From an optimization exercise on the open Yosys and OpenROAD flow, aimed at small area, a short achievable clock period and few clock cycles; shortcuts taken in it are not production practice. Function was checked by simulation only, so behaviour that the tests miss may differ from the original. No activity file was given, so power comes from the tool's default toggle rates.

--- flow/flow/run.sh ---
#!/bin/bash
# The standard layout (standard.sh: unchanged synthesis and ORFS steps),
# with setup repair asked to aim 6 ns below the 12 ns clock (SETUP_SLACK_MARGIN,
# default 0) so the flow keeps improving timing past the clock period.
set -e
export SETUP_SLACK_MARGIN=6
bash standard.sh > standard.log 2>&1
--- flow/constraint.sdc ---
create_clock -name core_clock -period 12.0 [get_ports {clk}]
set_input_delay 2.4000 -clock core_clock [delete_from_list [all_inputs] [get_ports {clk}]]
set_output_delay 2.4000 -clock core_clock [all_outputs]
set_load 0.01 [all_outputs]
--- flow/design.v ---
module svm_core (
    input  wire        clk,
    input  wire        rst,
    input  wire [1:0]  cfg_policy,    
    input  wire [31:0] cfg_quantum,   
    input  wire        cmd_valid,
    output wire        cmd_ready,
    input  wire [3:0]  cmd_op,
    input  wire [31:0] cmd_a,
    input  wire [31:0] cmd_b,
    input  wire [31:0] cmd_c,
    output reg         rsp_valid,
    output reg         rsp_err,
    output reg         rsp_trace,
    output reg  [31:0] rsp_data,
    output wire [1:0]  phase,
    output wire [7:0]  halt_reason
);
    localparam OP_WRITE   = 4'd1, OP_CREATE  = 4'd2, OP_START   = 4'd3,
               OP_STEP    = 4'd4, OP_TIMER   = 4'd5, OP_SWI     = 4'd6,
               OP_ACQUIRE = 4'd7, OP_RELEASE = 4'd8, OP_OBSERVE = 4'd9;
    localparam PH_CONSTRUCT = 2'd0, PH_RUN = 2'd1, PH_HALTED = 2'd2;
    localparam POL_FCFS = 2'd0, POL_SJF = 2'd1, POL_RR = 2'd2, POL_PRIO = 2'd3;
    localparam ST_NEW = 2'd0, ST_READY = 2'd1, ST_RUNNING = 2'd2;
    localparam H_NO_PROCESS = 5'd1, H_NO_FRAME = 5'd2, H_PID_EXHAUSTED = 5'd3,
               F_FETCH_RANGE = 5'd16, F_VA_RANGE = 5'd17, F_UNDEF_INT = 5'd18,
               F_UNDEF_SYSCALL = 5'd19, F_BAD_RELEASE = 5'd21;
    localparam [31:0] SENTINEL = 32'hFFFFFFFF;
    reg [1:0]  policy;
    reg [31:0] quantum;
    reg [31:0] memE [0:31];
    reg [31:0] memO [0:31];
    reg [31:0] mvE, mvO;
    reg [31:0] ra, rb, rc, rip;
    reg [1:0]  ph;
    reg [4:0]  hr;
    reg [2:0]  pool [0:7];       
    reg [3:0]  pcnt;
    reg [3:0]  alive;            
    reg [1:0]  lpid;             
    reg        lnone;            
    reg [2:0]  npid;
    reg [31:0] ticks;
    reg        th;               
    reg        qz;               
    reg [31:0] ir0, ir1;         
    reg [31:0] s_prio  [0:3];
    reg [31:0] s_burst [0:3];
    reg [31:0] s_a     [0:3];
    reg [31:0] s_b     [0:3];
    reg [31:0] s_c     [0:3];
    reg [31:0] s_ip    [0:3];
    reg [3:0]  s_sv;             
    reg [1:0]  s_st    [0:3];
    reg [7:0]  pt_v    [0:3];
    reg [2:0]  pt_f    [0:31];   
    reg        bld;              
    reg        bdisp;            
    reg        bptmr;            
    reg        bptw;             
    reg        brf;              
    reg [5:0]  ld_pa;
    reg        ld_c;
    wire       busy = bld | bdisp | bptw | brf;
    assign cmd_ready   = ~busy;
    assign phase       = ph;
    assign halt_reason = {3'b000, hr};
    integer i, j, k, m;
    wire acc    = cmd_valid & ~busy;
    wire is_wr  = (cmd_op == OP_WRITE);
    wire is_cr  = (cmd_op == OP_CREATE);
    wire is_go  = (cmd_op == OP_START);
    wire is_stp = (cmd_op == OP_STEP);
    wire is_tmr = (cmd_op == OP_TIMER);
    wire is_swi = (cmd_op == OP_SWI);
    wire is_acq = (cmd_op == OP_ACQUIRE);
    wire is_rel = (cmd_op == OP_RELEASE);
    wire is_obs = (cmd_op == OP_OBSERVE);
    wire ph_con = (ph == PH_CONSTRUCT);
    wire ph_run = (ph == PH_RUN);
    wire ph_hlt = ph[1];
    wire pol_rr = (policy == POL_RR);
    wire pol_pr = (policy == POL_PRIO);
    wire [2:0] nprocs = {2'b00, alive[0]} + {2'b00, alive[1]} + {2'b00, alive[2]} + {2'b00, alive[3]};
    reg  [1:0] cur;               
    always @* begin
        cur = 2'd0;
        for (i = 0; i < 4; i = i + 1)
            if (i < lpid && alive[i]) cur = cur + 2'd1;
    end
    reg [1:0] pid_at [0:3];
    reg [1:0] cnt;
    always @* begin
        for (i = 0; i < 4; i = i + 1) pid_at[i] = 2'd0;
        cnt = 2'd0;
        for (i = 0; i < 4; i = i + 1)
            if (alive[i]) begin
                pid_at[cnt] = i[1:0];
                cnt = cnt + 2'd1;
            end
    end
    wire [1:0] first_pid = alive[0] ? 2'd0 : alive[1] ? 2'd1 : alive[2] ? 2'd2 : 2'd3;
    wire [3:0] oth = alive & ~(4'b0001 << lpid);
    reg  [1:0] rr_next;
    always @* begin
        rr_next = 2'd0;
        for (i = 3; i >= 0; i = i - 1)       
            if (oth[i]) rr_next = i[1:0];
        for (i = 3; i >= 0; i = i - 1)       
            if (oth[i] && i > lpid) rr_next = i[1:0];
    end
    reg  [15:0] ord;             
    reg [3:0] win;
    reg       ok_w;
    always @* begin
        for (i = 0; i < 4; i = i + 1) begin
            ok_w = alive[i];
            for (j = 0; j < 4; j = j + 1) begin
                if (j < i && alive[j] && !ord[j * 4 + i]) ok_w = 1'b0;
                if (j > i && alive[j] &&  ord[i * 4 + j]) ok_w = 1'b0;
            end
            win[i] = ok_w;
        end
    end
    wire [1:0] sj_pid = {win[2] | win[3], win[1] | win[3]};
    wire [1:0] tp_pid = sj_pid;
    reg [1:0] pol_pid;
    always @* begin
        case (policy)
            POL_FCFS: pol_pid = first_pid;
            POL_SJF:  pol_pid = sj_pid;
            POL_RR:   pol_pid = rr_next;
            default:  pol_pid = tp_pid;
        endcase
    end
    reg in_pool;
    always @* begin
        in_pool = 1'b0;
        for (i = 0; i < 8; i = i + 1)
            if (i < pcnt && pool[i] == cmd_a[5:3])
                in_pool = 1'b1;
    end
    wire [2:0] ptop_i   = pcnt[2:0] - 3'd1;
    wire [2:0] pool_top = pool[ptop_i];
    wire       pool_mt  = (pcnt == 4'd0);
    wire [31:0] w0 = ir0;
    wire [31:0] w1 = ir1;
    wire        ip_bad = (rip[31:6] != 26'd0) || (rip[5:0] == 6'd63);
    wire w0_hi0  = (w0[31:8] == 24'd0);
    wire dec_mov = w0_hi0 && (w0[7:0] == 8'h10 || w0[7:0] == 8'h11 || w0[7:0] == 8'h12);
    wire dec_jmp = w0_hi0 && (w0[7:0] == 8'h20);
    wire dec_int = w0_hi0 && (w0[7:0] == 8'h30);
    wire dec_ld  = w0_hi0 && (w0[7:0] == 8'h21 || w0[7:0] == 8'h22);
    wire dec_st  = w0_hi0 && (w0[7:0] == 8'h31 || w0[7:0] == 8'h32);
    wire dec_mem = dec_ld | dec_st;
    wire dec_inv = ~(dec_mov | dec_jmp | dec_int | dec_mem);
    wire va_bad  = (w1[31:6] != 26'd0);
    wire [4:0] pte_i = {lpid, w1[5:3]};
    wire [7:0] pt_row = pt_v[lpid];
    wire       pte_v = pt_row[w1[5:3]];
    wire [5:0] pa    = {pt_f[pte_i], w1[2:0]};
    wire       w1_is1 = (w1 == 32'd1);
    wire step   = acc & is_stp & ph_run;                  
    wire s_ok   = step & ~ip_bad;
    wire s_mov  = s_ok & dec_mov;
    wire s_jmp  = s_ok & dec_jmp;
    wire s_inv  = s_ok & dec_inv;
    wire s_mem  = s_ok & dec_mem & ~va_bad;
    wire s_pf   = s_mem & ~pte_v;                         
    wire s_map  = s_pf & ~pool_mt;
    wire s_sto  = s_mem & pte_v & dec_st;
    wire s_ld   = s_mem & pte_v & dec_ld;
    wire vec    = (acc & is_swi & ph_run) | (s_ok & dec_int & w1_is1);    
    wire v_set  = vec & pol_pr & (ra == 32'd2);
    wire v_bad  = vec & pol_pr & (ra != 32'd2) & (ra != 32'd1);
    wire v_ret  = vec & ~v_set & ~v_bad;                  
    wire tmr    = acc & is_tmr & ph_run;
    wire [31:0] ticks1 = ticks + 32'd1;
    wire q_hit  = (&ticks) ? qz : (th | (ticks1 == quantum));
    wire t_cnt  = tmr & (pol_rr | pol_pr);
    wire t_rr   = tmr & pol_rr & q_hit & (nprocs > 3'd1);
    wire t_pr   = tmr & pol_pr & q_hit;
    wire go     = acc & is_go & ph_con;
    wire go_ok  = go & (alive != 4'd0);
    wire cr     = acc & is_cr & ph_con;
    wire cr_ok  = cr & ~npid[2];
    wire acq    = acc & is_acq & ~ph_hlt;
    wire acq_ok = acq & ~pool_mt;
    wire rel    = acc & is_rel & ~ph_hlt;
    wire rel_bad = (cmd_a[2:0] != 3'd0) || (cmd_a[31:6] != 26'd0) || in_pool;
    wire rel_ok = rel & ~rel_bad;
    wire wr_ok  = acc & is_wr & ph_con & (cmd_a[31:6] == 26'd0);
    wire b_disp = bdisp & (alive != 4'd0);
    wire do_save = t_rr | t_pr;
    wire do_disp = go_ok | t_rr | b_disp;
    wire adv2    = s_mov | s_inv | s_sto | bld;            
    reg        hlt;
    reg [4:0]  hcode;
    always @* begin
        hlt = 1'b1;
        hcode = 5'd0;
        if (step & ip_bad)                         hcode = F_FETCH_RANGE;
        else if (s_ok & dec_int & ~w1_is1)         hcode = F_UNDEF_INT;
        else if (s_ok & dec_mem & va_bad)          hcode = F_VA_RANGE;
        else if (s_pf & pool_mt)                   hcode = H_NO_FRAME;
        else if (v_bad)                            hcode = F_UNDEF_SYSCALL;
        else if (bdisp & (alive == 4'd0))          hcode = H_NO_PROCESS;
        else if (go & (alive == 4'd0))             hcode = H_NO_PROCESS;
        else if (cr & npid[2])                     hcode = H_PID_EXHAUSTED;
        else if (rel & rel_bad)                    hcode = F_BAD_RELEASE;
        else                                       hlt = 1'b0;
    end
    wire [1:0] op_pid = pid_at[cmd_a[4:3]];
    wire [1:0] dpid = busy ? pol_pid : ph_con ? 2'd0 : rr_next;
    wire [1:0] rs   = (~busy & is_obs) ? op_pid : dpid;
    wire        rs_sv = s_sv[rs];
    wire [31:0] rs_a  = rs_sv ? s_a[rs] : 32'd0;
    wire [31:0] rs_b  = rs_sv ? s_b[rs] : 32'd0;
    wire [31:0] rs_c  = rs_sv ? s_c[rs] : 32'd0;
    wire [31:0] rs_ip = s_ip[rs];
    wire [31:0] rs_pr = s_prio[rs];
    wire [1:0]  pms   = bdisp ? pol_pid : lpid;
    wire [31:0] pm1   = s_prio[pms] + (bdisp ? 32'd1 : 32'hFFFFFFFF);
    wire [31:0] rip2   = rip + 32'd2;
    wire [5:0]  rip3   = rip[5:0] + 6'd3;
    wire [5:0]  jt     = rip[5:0] + w1[5:0];
    wire [5:0]  jt1    = jt + 6'd1;
    wire [5:0]  dip    = s_ip[dpid][5:0];
    wire [5:0]  dip1   = dip + 6'd1;
    wire [5:0]  rip1   = rip[5:0] + 6'd1;
    wire        f_stp  = ~busy & is_stp;
    wire [5:0]  na     = brf ? rip[5:0] : f_stp ? (dec_jmp ? jt : rip2[5:0]) : dip;
    wire [4:0]  ne     = brf ? rip1[5:1] : f_stp ? (dec_jmp ? jt1[5:1] : rip3[5:1]) : dip1[5:1];
    wire        f_obs  = ~busy & is_obs;
    wire [5:0]  ta     = f_obs ? cmd_a[5:0] : bld ? ld_pa : na;
    wire [4:0]  te     = f_obs ? cmd_a[5:1] : bld ? ld_pa[5:1] : ne;
    reg  [31:0] fe, fo;
    always @* begin
        fe = 32'd0;
        fo = 32'd0;
        for (i = 0; i < 32; i = i + 1) begin
            fe = fe | ({32{mvE[i] && te == i}} & memE[i]);
            fo = fo | ({32{mvO[i] && ta[5:1] == i}} & memO[i]);
        end
    end
    wire [31:0] dr  = ta[0] ? fo : fe;
    wire [31:0] nw1 = ta[0] ? fe : fo;
    wire       op_ok  = {1'b0, cmd_a[4:3]} < nprocs;
    wire [3:0] pool_i = pcnt - 4'd1 - {1'b0, cmd_a[2:0]};
    wire       o_hz   = (cmd_a[31:8] == 24'd0);
    wire       o_4x   = o_hz & (cmd_a[7:4] == 4'h4);
    wire       o_fd   = o_hz & (cmd_a[7:5] == 3'b100) & op_ok;      
    wire       o_pt   = o_hz & (cmd_a[7:5] == 3'b011) & op_ok;      
    wire       o_pl   = o_hz & (cmd_a[7:3] == 5'b01010);            
    wire [2:0] o_f    = cmd_a[2:0];
    wire [31:0] obs =
        ({32{o_hz & (cmd_a[7:6] == 2'b00)}} & dr) |
        ({32{o_4x & (cmd_a[3:0] == 4'h0)}} & ra) |
        ({32{o_4x & (cmd_a[3:0] == 4'h1)}} & rb) |
        ({32{o_4x & (cmd_a[3:0] == 4'h2)}} & rc) |
        ({32{o_4x & (cmd_a[3:0] == 4'h4)}} & rip) |
        ({32{o_4x & (cmd_a[3:0] == 4'h8)}} & {29'd0, nprocs}) |
        ({32{o_4x & (cmd_a[3:0] == 4'h9)}} & {30'd0, cur}) |
        ({32{o_4x & (cmd_a[3:0] == 4'hA)}} & (lnone ? SENTINEL : {30'd0, lpid})) |
        ({32{o_4x & (cmd_a[3:0] == 4'hB)}} & {29'd0, npid}) |
        ({32{o_4x & (cmd_a[3:0] == 4'hC)}} & {28'd0, pcnt}) |
        ({32{o_pl}} & (({1'b0, cmd_a[2:0]} < pcnt) ? {26'd0, pool[pool_i[2:0]], 3'd0} : SENTINEL)) |
        ({32{o_pt}} & (pt_v[op_pid][cmd_a[2:0]] ? {26'd0, pt_f[{op_pid, cmd_a[2:0]}], 3'd0} : SENTINEL)) |
        ({32{o_fd & (o_f == 3'd0)}} & {30'd0, op_pid}) |
        ({32{o_fd & (o_f == 3'd1)}} & {30'd0, s_st[op_pid]}) |
        ({32{o_fd & (o_f == 3'd2)}} & rs_pr) |
        ({32{o_fd & (o_f == 3'd3)}} & s_burst[op_pid]) |
        ({32{o_fd & (o_f == 3'd4)}} & rs_a) |
        ({32{o_fd & (o_f == 3'd5)}} & rs_b) |
        ({32{o_fd & (o_f == 3'd6)}} & rs_c) |
        ({32{o_fd & (o_f == 3'd7)}} & rs_ip);
    wire        we = wr_ok | s_sto;
    wire [5:0]  wa = is_wr ? cmd_a[5:0] : pa;
    wire [31:0] wd = is_wr ? cmd_b : (w0[1] ? rc : rb);       
    always @(posedge clk) begin
        if (we & ~wa[0]) memE[wa[5:1]] <= wd;
        if (we &  wa[0]) memO[wa[5:1]] <= wd;
    end
    wire [31:0] sip_wd = is_tmr ? rip : cmd_a;
    wire [31:0] spr_wd = bdisp ? pm1 : is_cr ? cmd_c : is_tmr ? pm1 : rb;
    wire [1:0]  disp_pid = dpid;
    wire        pol_sj = (policy == POL_SJF);
    wire        kwe    = cr_ok | v_set | t_pr | bptmr;
    wire [1:0]  kw     = cr_ok ? npid[1:0] : bptmr ? pol_pid : lpid;
    wire [31:0] kx     = pol_sj ? ~cmd_b : {~spr_wd[31], spr_wd[30:0]};
    reg         kv;
    reg  [1:0]  kw_r;
    reg  [31:0] kx_r;
    reg  [31:0] kp;
    reg  [32:0] ks;
    reg  [3:0]  kc;
    always @* begin
        for (j = 0; j < 4; j = j + 1) begin
            kp = pol_sj ? s_burst[j] : {s_prio[j][31], ~s_prio[j][30:0]};     
            ks = {1'b0, kx_r} + {1'b0, kp} + {32'd0, (j > kw_r)};
            kc[j] = ks[32];
        end
    end
    always @(posedge clk) begin
        if (kwe) begin
            kw_r <= kw;
            kx_r <= kx;
        end
        if (kv) begin
            for (k = 0; k < 4; k = k + 1)
                for (m = k + 1; m < 4; m = m + 1) begin
                    if (kw_r == m) ord[k * 4 + m] <= kc[k];
                    if (kw_r == k) ord[k * 4 + m] <= ~kc[m];
                end
        end
    end
    always @(posedge clk) begin
        for (k = 0; k < 4; k = k + 1) begin
            if (cr_ok && npid[1:0] == k) begin
                s_burst[k] <= cmd_b;
            end
            if ((cr_ok && npid[1:0] == k) || (do_save && lpid == k))
                s_ip[k] <= sip_wd;
            if (do_save && lpid == k) begin
                s_a[k] <= ra;
                s_b[k] <= rb;
                s_c[k] <= rc;
            end
            if ((cr_ok && npid[1:0] == k) || ((v_set || t_pr) && lpid == k) ||
                (bptmr && pol_pid == k))
                s_prio[k] <= spr_wd;
        end
        if (s_map)
            pt_f[pte_i] <= pool_top;
        if (s_ld) begin
            ld_pa <= pa;
            ld_c  <= w0[1];
        end
        rsp_err   <= acc & ~(wr_ok | cr | go | step | tmr | (acc & is_swi & ph_run) |
                         acq | rel | is_obs);
        rsp_trace <= s_inv;
        rsp_data  <= is_obs ? obs :
                 is_acq ? (pool_mt ? SENTINEL : {26'd0, pool_top, 3'd0}) :
                          {29'd0, npid};
        if (do_disp | s_jmp | s_mov | s_inv | s_sto | s_ld | brf) begin
            ir0 <= dr;
            ir1 <= nw1;
        end
    end
    always @(posedge clk) begin
        if (rst) begin
            policy  <= cfg_policy;
            quantum <= cfg_quantum;
            qz      <= (cfg_quantum == 32'd0);
            th      <= (cfg_quantum == 32'd0);
            mvE <= 32'd0;
            mvO <= 32'd0;
            ra <= 32'd0; rb <= 32'd0; rc <= 32'd0; rip <= 32'd0;
            ph <= PH_CONSTRUCT;
            hr <= 5'd0;
            for (k = 0; k < 8; k = k + 1)
                pool[k] <= k[2:0];
            pcnt  <= 4'd8;
            alive <= 4'd0;
            lpid  <= 2'd0;
            lnone <= 1'b1;
            npid  <= 3'd0;
            ticks <= 32'd0;
            s_sv  <= 4'd0;
            for (k = 0; k < 4; k = k + 1) begin
                s_st[k] <= ST_NEW;
                pt_v[k] <= 8'd0;
            end
            bld   <= 1'b0;
            bdisp <= 1'b0;
            bptmr <= 1'b0;
            bptw  <= 1'b0;
            brf   <= 1'b0;
            kv    <= 1'b0;
            rsp_valid <= 1'b0;
        end else begin
            if (we) begin
                if (wa[0]) mvO[wa[5:1]] <= 1'b1;
                else       mvE[wa[5:1]] <= 1'b1;
            end
            if (do_disp) begin
                ra  <= rs_a;
                rb  <= rs_b;
                rc  <= rs_c;
                rip <= rs_ip;
            end else begin
                if (s_mov && w0[1:0] == 2'd0) ra <= w1;
                if (s_mov && w0[1:0] == 2'd1) rb <= w1;
                if (s_mov && w0[1] == 1'b1)   rc <= w1;
                if (bld && !ld_c)             rb <= dr;
                if (bld && ld_c)              rc <= dr;
                if (adv2)  rip <= rip2;
                if (s_jmp) rip <= rip + w1;
            end
            if (hlt) begin
                ph <= PH_HALTED;
                hr <= hcode;
            end else if (go_ok)
                ph <= PH_RUN;
            if (do_disp) begin
                lpid  <= disp_pid;
                lnone <= 1'b0;
                ticks <= 32'd0;
                th    <= qz;
            end else if (t_cnt) begin
                ticks <= ticks1;
                th    <= q_hit;
            end
            for (k = 0; k < 4; k = k + 1) begin
                if (do_save && lpid == k) begin
                    s_sv[k] <= 1'b1;
                    s_st[k] <= ST_READY;
                end
                if (do_disp && disp_pid == k)
                    s_st[k] <= ST_RUNNING;
                if (cr_ok && npid[1:0] == k)
                    alive[k] <= 1'b1;
                if (v_ret && lpid == k)
                    alive[k] <= 1'b0;
            end
            if (cr_ok)
                npid <= npid + 3'd1;
            if (s_map)
                pt_v[lpid][w1[5:3]] <= 1'b1;
            if (s_map || acq_ok)
                pcnt <= pcnt - 4'd1;
            else if (rel_ok) begin
                pool[pcnt[2:0]] <= cmd_a[5:3];
                pcnt <= pcnt + 4'd1;
            end
            bld   <= s_ld;
            bdisp <= v_ret | bptw;
            bptmr <= bptw;
            bptw  <= t_pr;
            brf   <= s_sto & ((pa == rip2[5:0]) | (pa == rip3));
            kv    <= kwe;
            rsp_valid <= (acc & ~(s_ld | v_ret | t_pr)) | bld | bdisp;
        end
    end
endmodule
--- flow/config.mk ---
export PLATFORM = sky130hd
export DESIGN_NAME = svm_core
export DESIGN_NICKNAME = svm_core
export VERILOG_FILES = /design/flow/design.v
export SDC_FILE = /design/flow/constraint.sdc
export NUM_CORES = 8
export LEC_CHECK = 0
export CAP_MARGIN = 20
export CORE_MARGIN = 2
export CORE_UTILIZATION = 55
export CTS_BUF_LIST = sky130_fd_sc_hd__clkbuf_16
export CTS_CLUSTER_DIAMETER = 60
export CTS_CLUSTER_SIZE = 20
export PLACE_DENSITY = 0.65
export SLEW_MARGIN = 20
export SYNTH_MEMORY_MAX_BITS = 4096
--- flow/standard.sh ---
#!/bin/bash
# synth_recipe.tcl (not shown) runs the flow's synth.tcl, then flattens the netlist and writes it again
# the make line also repeats each setting of config.mk as NAME=value (left out here)
make -C /OpenROAD-flow-scripts/flow DESIGN_CONFIG=/design/flow/config.mk WORK_HOME=/design/flow/orfs CLKGATE_MAP_FILE= SYNTH_SCRIPT=/design/flow/synth_recipe.tcl "${@:-finish}"
==> results.sh, run 1 <==
export IMPL_status="no timing/DRC/antenna violations"
export IMPL_cts_tree="yes"
export IMPL_final_layout_size_suffix_gt1_share_pct=19.1
export IMPL_grt_pass1_wl_um=800000
export IMPL_routedWlPerCell_um=41.0
export IMPL_hold_viol_final=0
export IMPL_grt_max_degree=196
export IMPL_clock_latency_ns=1.01
export IMPL_die_h_um=519
export IMPL_path_class="in2reg"
export IMPL_leakagePower_nw=56.6
export IMPL_grt_overflow=0
export IMPL_peakVddDrop_mv=0.152
export IMPL_fmax_ghz=0.161
export IMPL_chipWidth_um=519
export IMPL_worstSetupEndpointType="flop"
export IMPL_cp_arrival_ns=7.10
export IMPL_power_per_cell_area_nw_per_um2=130
export IMPL_cts_sinks=3414
export IMPL_max_slew_margin_pct=15.8
export IMPL_hp_class="reg2reg"
export IMPL_wirelength_um=596000
export IMPL_clock_path_buffers=4
export IMPL_final_max_slew_viol_count=0
export IMPL_synth_distinct_cells=110
export IMPL_avgSynthCellArea_um2=14.3
export IMPL_finalSetupTns_ns=0
export IMPL_dominantRegCellSynth="edfxtp_1"
export IMPL_tightest_slew_ns=1.25
export IMPL_drcViolationCount=0
export IMPL_ant_nets=0
export IMPL_nets=11200
export IMPL_post_dp_hpwl_um=366000
export IMPL_gp_congestion=0.980
export IMPL_drtIter0Drc=20800
export IMPL_critPathMaxFanout=8
export IMPL_num_rows=189
export IMPL_rsz0062_at_grt="yes"
export IMPL_synthTopCellsByCount="3115 x edfxtp_1, 777 x nor2_1, 704 x nand2_1"
export IMPL_io_buffers=178
export IMPL_vias_per_cell=7.39
export IMPL_finClkSkew_ns=0.0963
export IMPL_yosys_area_top_type="edfxtp_1"
export IMPL_vias=107000
export IMPL_fin_crit_sh_pct=51.8
export IMPL_grt_usage_pct=42.6
export IMPL_crit_required_ns=12.87
export IMPL_synth_edff_count=3115
export IMPL_synth_seq_cells=3414
export IMPL_syn_to_final_growth_pct=16.3
export IMPL_syn_inst=10300
export IMPL_period_needed_ns=6.22
export IMPL_yosysMostFrequentCell="edfxtp_1"
export IMPL_report_final_setup_viol=0
export IMPL_numCtsBuffers=237
export IMPL_clock_root_buffer="clkbuf_16"
export IMPL_holdWs_ns=0.481
export IMPL_h_tree_depth=4
export IMPL_ctsHoldBuffers=0
export IMPL_fillers=19200
export IMPL_pin_count=183
export IMPL_core_um2=265000
export IMPL_ys_seq_area_share_pct=68.1
export IMPL_maxCapViolCount=0
export IMPL_synth_area_um2=146000
export IMPL_grt_pass1_vias=98800
export IMPL_dieArea_um2=270000
export IMPL_synthDominantCellAreaShare_pct=64.0
export IMPL_antenna_found_initial=31
export IMPL_dr_pass1_iters=9
export IMPL_start_util_pct=55.2
export IMPL_clkTransAtPathRegs_ns=0.08
export IMPL_ys_top_cells_by_area="edfxtp_1 64%, mux4_2 4.3%, dfxtp_1 4.1%"
export IMPL_ys_warn_count=9
export IMPL_crit_path_start_kind="input pin"
export IMPL_synth_async_reset_ratio_pct=0
[per-stage QoR]
| step | worst slack (ns) | util, % | instance area (um2) | total power, W | instances |
|---|---|---|---|---|---|
| 2_1_floorplan | 5.42 | - | 147000 | 0.0135 | 10300 |
| 3_3_place_gp | 2.03 | 58.4 | 155000 | 0.0139 | 13700 |
| 3_5_place_dp | 2.56 | 58.5 | 155000 | 0.0139 | 13700 |
| 4_1_cts | 5.95 | 62.8 | 166000 | 0.0220 | 14300 |
| 5_1_grt | 5.79 | 64.2 | 170000 | 0.0225 | 14500 |
| 6_report | 5.78 | 64.2 | 170000 | 0.0221 | 14500 |
[flip-flops by register name, indices dropped and copies added (netlist names), 96 cells and up, named ones only]
| register | cells |
|---|---|
| s_b | 128 |
| memO | 1024 |
| pt_f | 96 |
| s_ip | 128 |
| s_prio | 128 |
| memE | 1024 |
| s_burst | 128 |
| s_c | 128 |
| s_a | 128 |
[cell families after synthesis]
family | count (synthesis) | share of synthesized area, %
AO/OA/AOI/OAI | 2344 | 11.5
XOR/XNOR | 200 | 1.20
adder cells (fa/ha/maj) | 233 | 2.02
buffers and inverters | 773 | 2.13
flip-flops | 3414 | 68.1
multiplexers | 446 | 5.52
other | 1 | 0.00257
AND/OR/NAND/NOR | 2840 | 9.48
[path summary, 6_finish.rpt]
check	start	end	slack (ns)	cells after the start
setup / recovery	cmd_op[2]	rb[26]$_SDFFE_PP0P_	5.78	21
hold / removal	mvE[12]$_SDFFE_PP0P_	mvE[12]$_SDFFE_PP0P_	0.48	2
setup reg to reg	policy[0]$_DFFE_PP_	kx_r[30]$_DFFE_PP_	5.89	25
hold reg to reg	mvE[12]$_SDFFE_PP0P_	mvE[12]$_SDFFE_PP0P_	0.48	2
[power by group]
| part | internal [W] | leakage, nW | switching, W | total, W |
|---|---|---|---|---|
| Clock | 0.00397 | 3.84 | 0.00440 | 0.00837 |
| Combinational | 0.000302 | 21.0 | 0.000568 | 0.000870 |
| Sequential | 0.0129 | 31.7 | 0.0000204 | 0.0129 |
| Total | 0.0171 | 56.6 | 0.00499 | 0.0221 |
[layout make-up]
cell class / count / area [um2] / share of cell area [%]
Antenna cell: 17 / 42.5 / 0.0250
Clock buffer: 246 / 6160 / 3.62
Multi-Input combinational cell: 6076 / 47600 / 28.0
Timing Repair Buffer: 979 / 10200 / 6.02
Clock inverter: 162 / 1450 / 0.854
Inverter: 110 / 424 / 0.250
Sequential cell: 3414 / 99600 / 58.6
Tap cell: 3533 / 4420 / 2.60
[timing repair]
item | 4_1_cts | 5_1_grt
endpoints found under the hold margin | 0 | 0
buffers inserted | 218 | 191
resized for setup | 433 | 365
endpoints found under the setup margin | 2967 | 2464
cloned | 15 | 24
pin swaps | 135 | 172
[placed cells by master (no fill, tap or decap), drive strengths merged, types with 49 or more instances in the layout]
cell type	Yosys	final
a21o	58	58
a21oi	440	440
a221o	57	57
a221oi	170	170
a222oi	109	109
a22o	75	75
a22oi	421	421
a31oi	51	52
a32o	82	82
and2	86	90
and3	172	174
and4	51	51
buf	176	779
clkbuf	487	269
clkdlybuf4s50	0	169
clkinv	1	64
dfxtp	299	299
edfxtp	3115	3115
ha	228	228
inv	109	188
mux2	49	49
mux2i	116	117
mux4	281	281
nand2	706	706
nand3	356	356
nand4	200	200
nor2	780	780
nor2b	50	50
nor3	117	117
nor4	141	141
o211ai	54	54
o21ai	362	362
o22ai	87	87
xnor2	121	121
xor2	79	79
[layer usage]
layer	vias up	routed length, um	share of wire, %	global-route usage [%]
met5	-	125	0.021	0
met4	18	42600	7.2	23.4
met3	1849	94500	16	13.3
met2	9653	256000	43	62.6
met1	53800	203000	34	56.7
li1	42100	-	-	-
[worst max-delay path, cell delays in order]
cell and delay (ns):
buf_8 0.11, or4bb_4 0.60, nor2_4 0.16, buf_12 0.15
nor2_2 0.05, o21ai_1 0.09, nand2_1 0.12, a31oi_4 0.19
buf_4 0.15, nor2_4 0.05, buf_8 0.16, and3_1 0.19
buf_12 0.15, buf_4 0.20, and3_1 0.23, a2111oi_4 0.61
and4_4 0.39, nand4_1 0.46, o21ai_4 0.33, a21oi_1 0.11
a21o_1 0.17
Testbench counts, summed over its fixed seeds: cycles 46,904.
==> inputs of run 2 (changes only) <==
==> flow/flow/run.sh (replaced) <==
#!/bin/bash
# The standard layout (standard.sh: unchanged synthesis and ORFS steps),
# with setup repair asked to aim 6 ns below the 12 ns clock (SETUP_SLACK_MARGIN,
# default 0) so the flow keeps improving timing past the clock period, and
# plain buf_2 cells as the port buffers (buffer_ports otherwise picks a delay cell).
set -e
export SETUP_SLACK_MARGIN=6
export BUFFER_PORTS_ARGS="-buffer_cell sky130_fd_sc_hd__buf_2"
bash standard.sh > standard.log 2>&1
--- a/flow/config.mk
+++ b/flow/config.mk
@@ -7,10 +7,10 @@
 export LEC_CHECK = 0
 export CAP_MARGIN = 20
 export CORE_MARGIN = 2
-export CORE_UTILIZATION = 55
+export CORE_UTILIZATION = 60
 export CTS_BUF_LIST = sky130_fd_sc_hd__clkbuf_16
 export CTS_CLUSTER_DIAMETER = 60
 export CTS_CLUSTER_SIZE = 20
-export PLACE_DENSITY = 0.65
+export PLACE_DENSITY = 0.7
 export SLEW_MARGIN = 20
 export SYNTH_MEMORY_MAX_BITS = 4096
==> results.sh, run 2 <==
export IMPL_status="no timing/DRC/antenna violations"
export IMPL_synth_xor_area_share_pct=1.20
export IMPL_cts_tree="yes"
export IMPL_crit_path_start_kind="input pin"
export IMPL_synth_async_reset_ratio_pct=0
export IMPL_io_buffers=178
export IMPL_synth_top_family_by_area="compound AO/OA/AOI/OAI gates"
export IMPL_muxShareOfSynthArea_pct=5.52
export IMPL_vias=108000
export IMPL_synth_simple_area_share_pct=9.48
export IMPL_avgSynthCellArea_um2=14.3
export IMPL_rsz0062_at_grt="yes"
export IMPL_drcViolationCount=0
export IMPL_pre_cts_slack_ns=3.02
export IMPL_maxCapViolCount=0
export IMPL_finalSetupTns_ns=0
export IMPL_vias_per_cell=7.65
export IMPL_synth_area_um2=146000
export IMPL_pwr_share_comb_pct=3.8
export IMPL_clkTransAtPathRegs_ns=0.09
export IMPL_numCtsBuffers=218
export IMPL_dr_pass1_iters=9
export IMPL_grt_usage_pct=45.0
export IMPL_num_rows=181
export IMPL_synth_seq_cells=3414
export IMPL_tightest_slew_ns=1.35
export IMPL_cts_sinks=3414
export IMPL_report_final_setup_viol=0
export IMPL_grt_pass1_vias=99600
export IMPL_chipWidth_um=497
export IMPL_fmax_ghz=0.160
export IMPL_fin_crit_sh_pct=52.0
export IMPL_hold_viol_final=0
export IMPL_pin_count=183
export IMPL_peakVddDrop_mv=0.167
export IMPL_gp_congestion=1.02
export IMPL_ctsHoldBuffers=0
export IMPL_final_cell_mix="3115 x edfxtp_1, 683 x nand2_1, 677 x nor2_1, 490 x buf_4, 418 x a21oi_1"
export IMPL_grt_overflow=0
export IMPL_grt_pass1_wl_um=779000
export IMPL_yosysMostFrequentCell="edfxtp_1"
export IMPL_die_h_um=497
export IMPL_yosys_area_top_type="edfxtp_1"
export IMPL_synthAdderAreaFrac_pct=2.02
export IMPL_synthDominantCellAreaShare_pct=64.0
export IMPL_crit_required_ns=12.79
export IMPL_ys_top_cells_by_area="edfxtp_1 64%, mux4_2 4.3%, dfxtp_1 4.1%"
export IMPL_syn_to_final_growth_pct=14.7
export IMPL_synthTopCellsByCount="3115 x edfxtp_1, 777 x nor2_1, 704 x nand2_1"
export IMPL_post_dp_hpwl_um=351000
export IMPL_hp_class="reg2reg"
export IMPL_final_layout_size_suffix_gt1_share_pct=20.0
export IMPL_start_util_pct=60.2
export IMPL_path_class="in2reg"
export IMPL_cp_arrival_ns=7.02
export IMPL_layout_commonest_cell="edfxtp_1"
export IMPL_finClkSkew_ns=0.0834
export IMPL_critPathMaxFanout=29
export IMPL_ant_nets=0
export IMPL_worstSetupEndpointType="flop"
export IMPL_syn_inst=10300
export IMPL_nets=11100
export IMPL_ys_warn_count=9
export IMPL_p_sw_share_pct=22.3
export IMPL_p_switching_w=0.00481
export IMPL_period_needed_ns=6.23
export IMPL_synth_distinct_cells=110
export IMPL_grt_max_degree=153
export IMPL_core_um2=243000
export IMPL_clock_latency_ns=0.95
export IMPL_max_slew_margin_pct=9.29
export IMPL_antenna_found_initial=31
export IMPL_synth_compound_area_share_pct=11.5
export IMPL_clock_root_buffer="clkbuf_16"
export IMPL_h_tree_depth=4
export IMPL_wirelength_um=578000
export IMPL_power_share_sequential_pct=59.7
export IMPL_ys_seq_area_share_pct=68.1
export IMPL_clock_path_buffers=3
export IMPL_dieArea_um2=247000
export IMPL_drtIter0Drc=22000
export IMPL_final_max_slew_viol_count=0
export IMPL_leakagePower_nw=56.2
export IMPL_synth_edff_count=3115
export IMPL_setup_slack_ns=5.77
export IMPL_power_per_cell_area_nw_per_um2=129
export IMPL_routedWlPerCell_um=40.8
export IMPL_clkPwrFrac_pct=36.5
export IMPL_dominantRegCellSynth="edfxtp_1"
export IMPL_power_internal_w=0.0168
-- run 2: routing by layer --
metal | GRT usage [%] | up-vias | share of wire, %
met1 | 58.9 | 53200 | 33
li1 | - | 42000 | -
met5 | 0 | - | 0.050
met3 | 17.4 | 2234 | 18
met2 | 64.4 | 10900 | 42
met4 | 26.3 | 30 | 7.9
-- run 2: power by group through the flow --
| stage | clock, W | combinational, W | sequential (W) |
|---|---|---|---|
| 2_1_floorplan | 0 | 0.000393 | 0.0131 |
| 3_3_place_gp | 0 | 0.000675 | 0.0132 |
| 3_5_place_dp | 0 | 0.000688 | 0.0132 |
| 4_1_cts | 0.00782 | 0.000748 | 0.0129 |
| 5_1_grt | 0.00822 | 0.000843 | 0.0129 |
| 6_report | 0.00786 | 0.000825 | 0.0129 |
-- run 2: cell type report --
type                            instances  area (um2)
Sequential cell                      3414       99600
Clock inverter                        161        1380
Clock buffer                          225        5630
Multi-Input combinational cell       6082       47700
Inverter                              110         432
Antenna cell                           28        70.1
Fill cell                           16200       75300
Tap cell                             3202        4010
Timing Repair Buffer                  925        8760
-- run 2: per-stage QoR --
stage | hold WS, ns | total power, W | util [%] | area (um2) | cells
final | 0.474 | 0.0216 | 69.0 | 168000 | 14100
after detailed placement | 0.446 | 0.0138 | 63.1 | 153000 | 13300
after floorplan | 0.424 | 0.0135 | - | 147000 | 10300
after CTS | 0.471 | 0.0214 | 67.7 | 164000 | 13900
after global placement | 0.445 | 0.0138 | 63.1 | 153000 | 13300
after global routing | 0.493 | 0.0219 | 69.0 | 167000 | 14100
-- run 2: worst max-delay path, cell delays in order --
cell and delay (ns):
buf_12 0.11, or4bb_4 0.60, nor2_4 0.23, buf_4 0.17, nor2_1 0.05, o21ai_0 0.08, nand2_1 0.11, a31oi_4 0.22
nor2_2 0.07, buf_12 0.18, and3_1 0.19, buf_4 0.20, and2_4 0.21, buf_8 0.18, a221o_1 0.42, nor4_4 0.39
nand4_1 0.56, o41ai_4 0.17, buf_4 0.21, a211o_1 0.13, o21ai_0 0.07
-- run 2: worst paths after layout --
path                          end                  start  cells after the start  slack, ns
min          mvE[10]$_SDFFE_PP0P_   mvE[10]$_SDFFE_PP0P_                      2       0.47
max            rc[8]$_SDFFE_PP0P_              cmd_op[1]                     21       5.77
min reg2reg  mvE[10]$_SDFFE_PP0P_   mvE[10]$_SDFFE_PP0P_                      2       0.47
max reg2reg   rc[12]$_SDFFE_PP0P_  alive[0]$_SDFFE_PP0P_                     24       5.87
-- run 2: kinds of logic after synthesis --
| logic type | Yosys count |
|---|---|
| compound gates | 2344 |
| mux | 446 |
| fa+ha+maj | 233 |
| xor+xnor | 200 |
| flops | 3414 |
| buf+inv | 773 |
| simple gates | 2840 |
| other cells | 1 |
-- run 2: timing repair --
| item | in CTS | in global routing |
|---|---|---|
| pin swaps | 158 | 167 |
| setup buffers | 214 | 167 |
| endpoints found under the setup margin | 2582 | 2543 |
| cloned | 20 | 17 |
| endpoints found under the hold margin | 0 | 0 |
| resized for setup | 430 | 348 |
==> inputs of run 3 (changes only) <==
--- a/flow/design.v
+++ b/flow/design.v
@@ -213,12 +213,17 @@
     wire [1:0] op_pid = pid_at[cmd_a[4:3]];
     wire [1:0] dpid = busy ? pol_pid : ph_con ? 2'd0 : rr_next;
     wire [1:0] rs   = (~busy & is_obs) ? op_pid : dpid;
-    wire        rs_sv = s_sv[rs];
-    wire [31:0] rs_a  = rs_sv ? s_a[rs] : 32'd0;
-    wire [31:0] rs_b  = rs_sv ? s_b[rs] : 32'd0;
-    wire [31:0] rs_c  = rs_sv ? s_c[rs] : 32'd0;
-    wire [31:0] rs_ip = s_ip[rs];
-    wire [31:0] rs_pr = s_prio[rs];
+    reg  [31:0] rs_a, rs_b, rs_c, rs_ip, rs_pr;
+    always @* begin
+        rs_a = 32'd0; rs_b = 32'd0; rs_c = 32'd0; rs_ip = 32'd0; rs_pr = 32'd0;
+        for (j = 0; j < 4; j = j + 1) begin
+            rs_a  = rs_a  | ({32{rs == j && s_sv[j]}} & s_a[j]);
+            rs_b  = rs_b  | ({32{rs == j && s_sv[j]}} & s_b[j]);
+            rs_c  = rs_c  | ({32{rs == j && s_sv[j]}} & s_c[j]);
+            rs_ip = rs_ip | ({32{rs == j}} & s_ip[j]);
+            rs_pr = rs_pr | ({32{rs == j}} & s_prio[j]);
+        end
+    end
     wire [1:0]  pms   = bdisp ? pol_pid : lpid;
     wire [31:0] pm1   = s_prio[pms] + (bdisp ? 32'd1 : 32'hFFFFFFFF);
     wire [31:0] rip2   = rip + 32'd2;
==> results.sh, run 3 <==
export IMPL_power_per_cell_area_nw_per_um2=134
export IMPL_synth_distinct_cells=104
export IMPL_maxCapViolCount=0
export IMPL_hold_viol_final=0
export IMPL_clock_latency_ns=0.93
export IMPL_gp_congestion=1.01
export IMPL_routedWlPerCell_um=38.4
export IMPL_multi_input_area_um2=43200
export IMPL_post_dp_hpwl_um=315000
export IMPL_cpLargestDelayFamily="compound AO/OA/AOI/OAI gates"
export IMPL_critPathMaxFanout=52
export IMPL_dieArea_um2=243000
export IMPL_cpPeakStageDelay_ns=0.49
export IMPL_vias=100000
export IMPL_io_buffers=178
export IMPL_fin_crit_sh_pct=51.0
export IMPL_dr_pass1_iters=10
export IMPL_ys_warn_count=9
export IMPL_cp_arrival_ns=6.88
export IMPL_synth_xor_area_share_pct=1.30
export IMPL_clock_root_buffer="clkbuf_16"
export IMPL_placedCellCount=12900
export IMPL_synth_async_reset_ratio_pct=0
export IMPL_synth_edff_count=3115
export IMPL_ant_nets=0
export IMPL_chipWidth_um=493
export IMPL_syn_to_final_growth_pct=11.2
export IMPL_synthTopCellsByCount="3115 x edfxtp_1, 819 x nor2_1, 614 x nand2_1"
export IMPL_leakagePower_nw=51.8
export IMPL_die_h_um=493
export IMPL_synth_area_um2=143000
export IMPL_pin_count=183
export IMPL_crit_required_ns=12.77
export IMPL_peakVddDrop_mv=0.161
export IMPL_r2r_slack_ns=5.97
export IMPL_grt_pass1_vias=92900
export IMPL_max_slew_margin_pct=20.5
export IMPL_synthAdderAreaFrac_pct=2.06
export IMPL_dominantRegCellSynth="edfxtp_1"
export IMPL_grt_overflow=0
export IMPL_synth_compound_area_share_pct=13.1
export IMPL_path_class="in2reg"
export IMPL_antenna_found_initial=25
export IMPL_setup_slack_ns=5.88
export IMPL_clock_path_buffers=3
export IMPL_report_final_setup_viol=0
export IMPL_ys_top_cells_by_area="edfxtp_1 65%, dfxtp_1 4.2%, a22oi_1 2.9%"
export IMPL_crit_path_start_kind="input pin"
export IMPL_muxShareOfSynthArea_pct=4.15
export IMPL_drtIter0Drc=18700
export IMPL_rsz0062_at_grt="yes"
export IMPL_cts_tree="yes"
export IMPL_tightest_slew_ns=1.19
export IMPL_hp_class="reg2reg"
export IMPL_avgSynthCellArea_um2=14.4
export IMPL_layout_commonest_cell="edfxtp_1"
export IMPL_syn_inst=9949
export IMPL_fmax_ghz=0.164
export IMPL_drcViolationCount=0
export IMPL_post_route_util_pct=67.1
export IMPL_nets=10500
export IMPL_core_um2=238000
export IMPL_wirelength_um=516000
export IMPL_cp_buffers_inverters=6
export IMPL_slowest_stage="a221oi_2"
export IMPL_grt_pass1_wl_um=709000
export IMPL_path_cells="buf_4 > inv_1 > buf_4 > nand2_1 > a21boi_0 > o32a_1 > o21ai_4 > a21oi_4 > clkbuf_16 > nor2_4 > buf_6 > buf_8 > a22o_1 > a221oi_2 > o2111ai_1 > nand2_1 > o21ai_0 > a31o_1"
export IMPL_yosysMostFrequentCell="edfxtp_1"
export IMPL_num_rows=179
export IMPL_final_max_slew_viol_count=0
export IMPL_worstSetupEndpointType="flop"
export IMPL_start_util_pct=60.3
export IMPL_ys_seq_area_share_pct=69.4
export IMPL_h_tree_depth=4
export IMPL_synth_seq_cells=3414
export IMPL_grt_usage_pct=41.3
export IMPL_ctsHoldBuffers=0
export IMPL_status="no timing/DRC/antenna violations"
export IMPL_synthDominantCellAreaShare_pct=65.3
export IMPL_numCtsBuffers=219
export IMPL_clkTransAtPathRegs_ns=0.08
export IMPL_fin_cells=13500
export IMPL_pre_cts_slack_ns=3.76
export IMPL_synth_simple_area_share_pct=7.81
export IMPL_fillers=16300
export IMPL_final_layout_size_suffix_gt1_share_pct=15.8
export IMPL_grt_max_degree=104
export IMPL_final_cell_mix="3115 x edfxtp_1, 725 x nor2_1, 598 x nand2_1, 558 x a22oi_1, 489 x a21oi_1"
export IMPL_total_power_w=0.0213
export IMPL_synth_top_family_by_area="compound AO/OA/AOI/OAI gates"
export IMPL_cts_sinks=3414
export IMPL_regArea_um2=99500
export IMPL_finalSetupTns_ns=0
export IMPL_period_needed_ns=6.12
export IMPL_yosys_area_top_type="edfxtp_1"
export IMPL_vias_per_cell=7.45
export IMPL_finClkSkew_ns=0.0750
run 3: cell count changes after synthesis, moves of 54 or more:
cell      delta
a21oi_1     +66
a22oi_1    +137
and3_1      -98
nor4_1      -57
a32o_1      -80
nand3_1    -215
a22o_1     +223
a221oi_1   +186
mux4_2     -103
nand2_1     -90
nand4_1     +54
run 3: cells by family after synthesis:
kind of cell,after synthesis
XOR/XNOR,213
adder cells (fa/ha/maj),233
multiplexers,362
AO/OA/AOI/OAI,2589
flip-flops,3414
buffers and inverters,749
other,1
AND/OR/NAND/NOR,2388
run 3: per-layer routing:
| metal | global-route usage [%] | wire length, um | up-vias |
|---|---|---|---|
| met5 | 0 | 85 | - |
| met4 | 21.6 | 34600 | 12 |
| met3 | 11.2 | 78600 | 1556 |
| met2 | 60.8 | 225000 | 8839 |
| met1 | 56.8 | 178000 | 49700 |
| li1 | - | - | 40100 |
run 3: worst register-to-register path, delay by kind of cell (launching register included):
family                 cells  cell delay [ns]
AO/OA/AOI/OAI              7             1.50
buffers and inverters      6             1.37
multiplexers               1             0.33
AND/OR/NAND/NOR            8             2.16
flip-flops                 1             0.48
run 3: what timing repair did:
| item | CTS | global route |
|---|---|---|
| pin swaps | 91 | 75 |
| buffers inserted | 89 | 65 |
| gates cloned | 2 | 9 |
| gates resized for setup | 253 | 195 |
| setup endpoints to repair | 2569 | 2334 |
run 3: final timing paths:
kind / to / start / depth (start not counted)
setup / recovery: rsp_data[4]$_DFF_P_ / cmd_a[3] / 18
hold / removal: hr[1]$_SDFFE_PP0P_ / hr[1]$_SDFFE_PP0P_ / 2
setup reg to reg: rsp_data[1]$_DFF_P_ / ir0[28]$_DFFE_PP_ / 22
hold reg to reg: hr[1]$_SDFFE_PP0P_ / hr[1]$_SDFFE_PP0P_ / 2
run 3: final cells by class:
class,instances,area share (%)
Clock buffer,225,3.53
Multi-Input combinational cell,5793,27.1
Antenna cell,9,0.0141
Clock inverter,132,0.856
Inverter,82,0.216
Tap cell,3167,2.49
Timing Repair Buffer,634,3.33
Sequential cell,3414,62.4
run 3: metrics by stage:
step | hold WS, ns | area (um2)
finish | 0.460 | 159000
CTS | 0.459 | 158000
global placement | 0.440 | 149000
floorplan | 0.429 | 144000
detailed placement | 0.448 | 149000
global route | 0.485 | 159000
run 3: where the power goes:
part           switching, W  leakage (nW)  internal [W]
registers         0.0000212          30.0        0.0129
clock network       0.00415          3.55       0.00365
logic              0.000445          18.3      0.000198
Testbench counts of run 3, summed over its fixed seeds: cycles 46,904.

[port drivers added, routing unchanged]
The results above use ideal ports. As a check the final layouts listed here were re-extracted and re-timed, cells and wires unchanged. Step 1 sets driving cells, clkbuf_16 on the clock port and buf_2 on the other inputs (assumed; they add their load-dependent delay and slew). Step 2 moves the port delays by t, midway between the first and last clock arrival at a register: inputs arrive t later, outputs are due t later. That takes back most of the time a late clock gives input paths. Three values: ideal, step 1, step 2; two values: the first two.
| run | t (ns) | setup slack, ns | worst setup path at the end | worst register clock-pin slew, ns | worst data-port slew with drivers (ns) |
|---|---|---|---|---|---|
| run 1 | 1.058 | 5.778 / 5.832 / 4.774 | input to register | 0.09 / 0.09 | 0.10 |
| run 2 | 1.005 | 5.765 / 5.815 / 4.810 | input to register | 0.09 / 0.09 | 0.11 |
| run 3 | 0.986 | 5.884 / 5.941 / 4.954 | input to register | 0.09 / 0.09 | 0.14 |
After both steps every run listed still meets setup and hold. For run 1, which loses most, drivers alone change the setup slack by +0.054 ns; drivers and shift together by -1.004 ns.
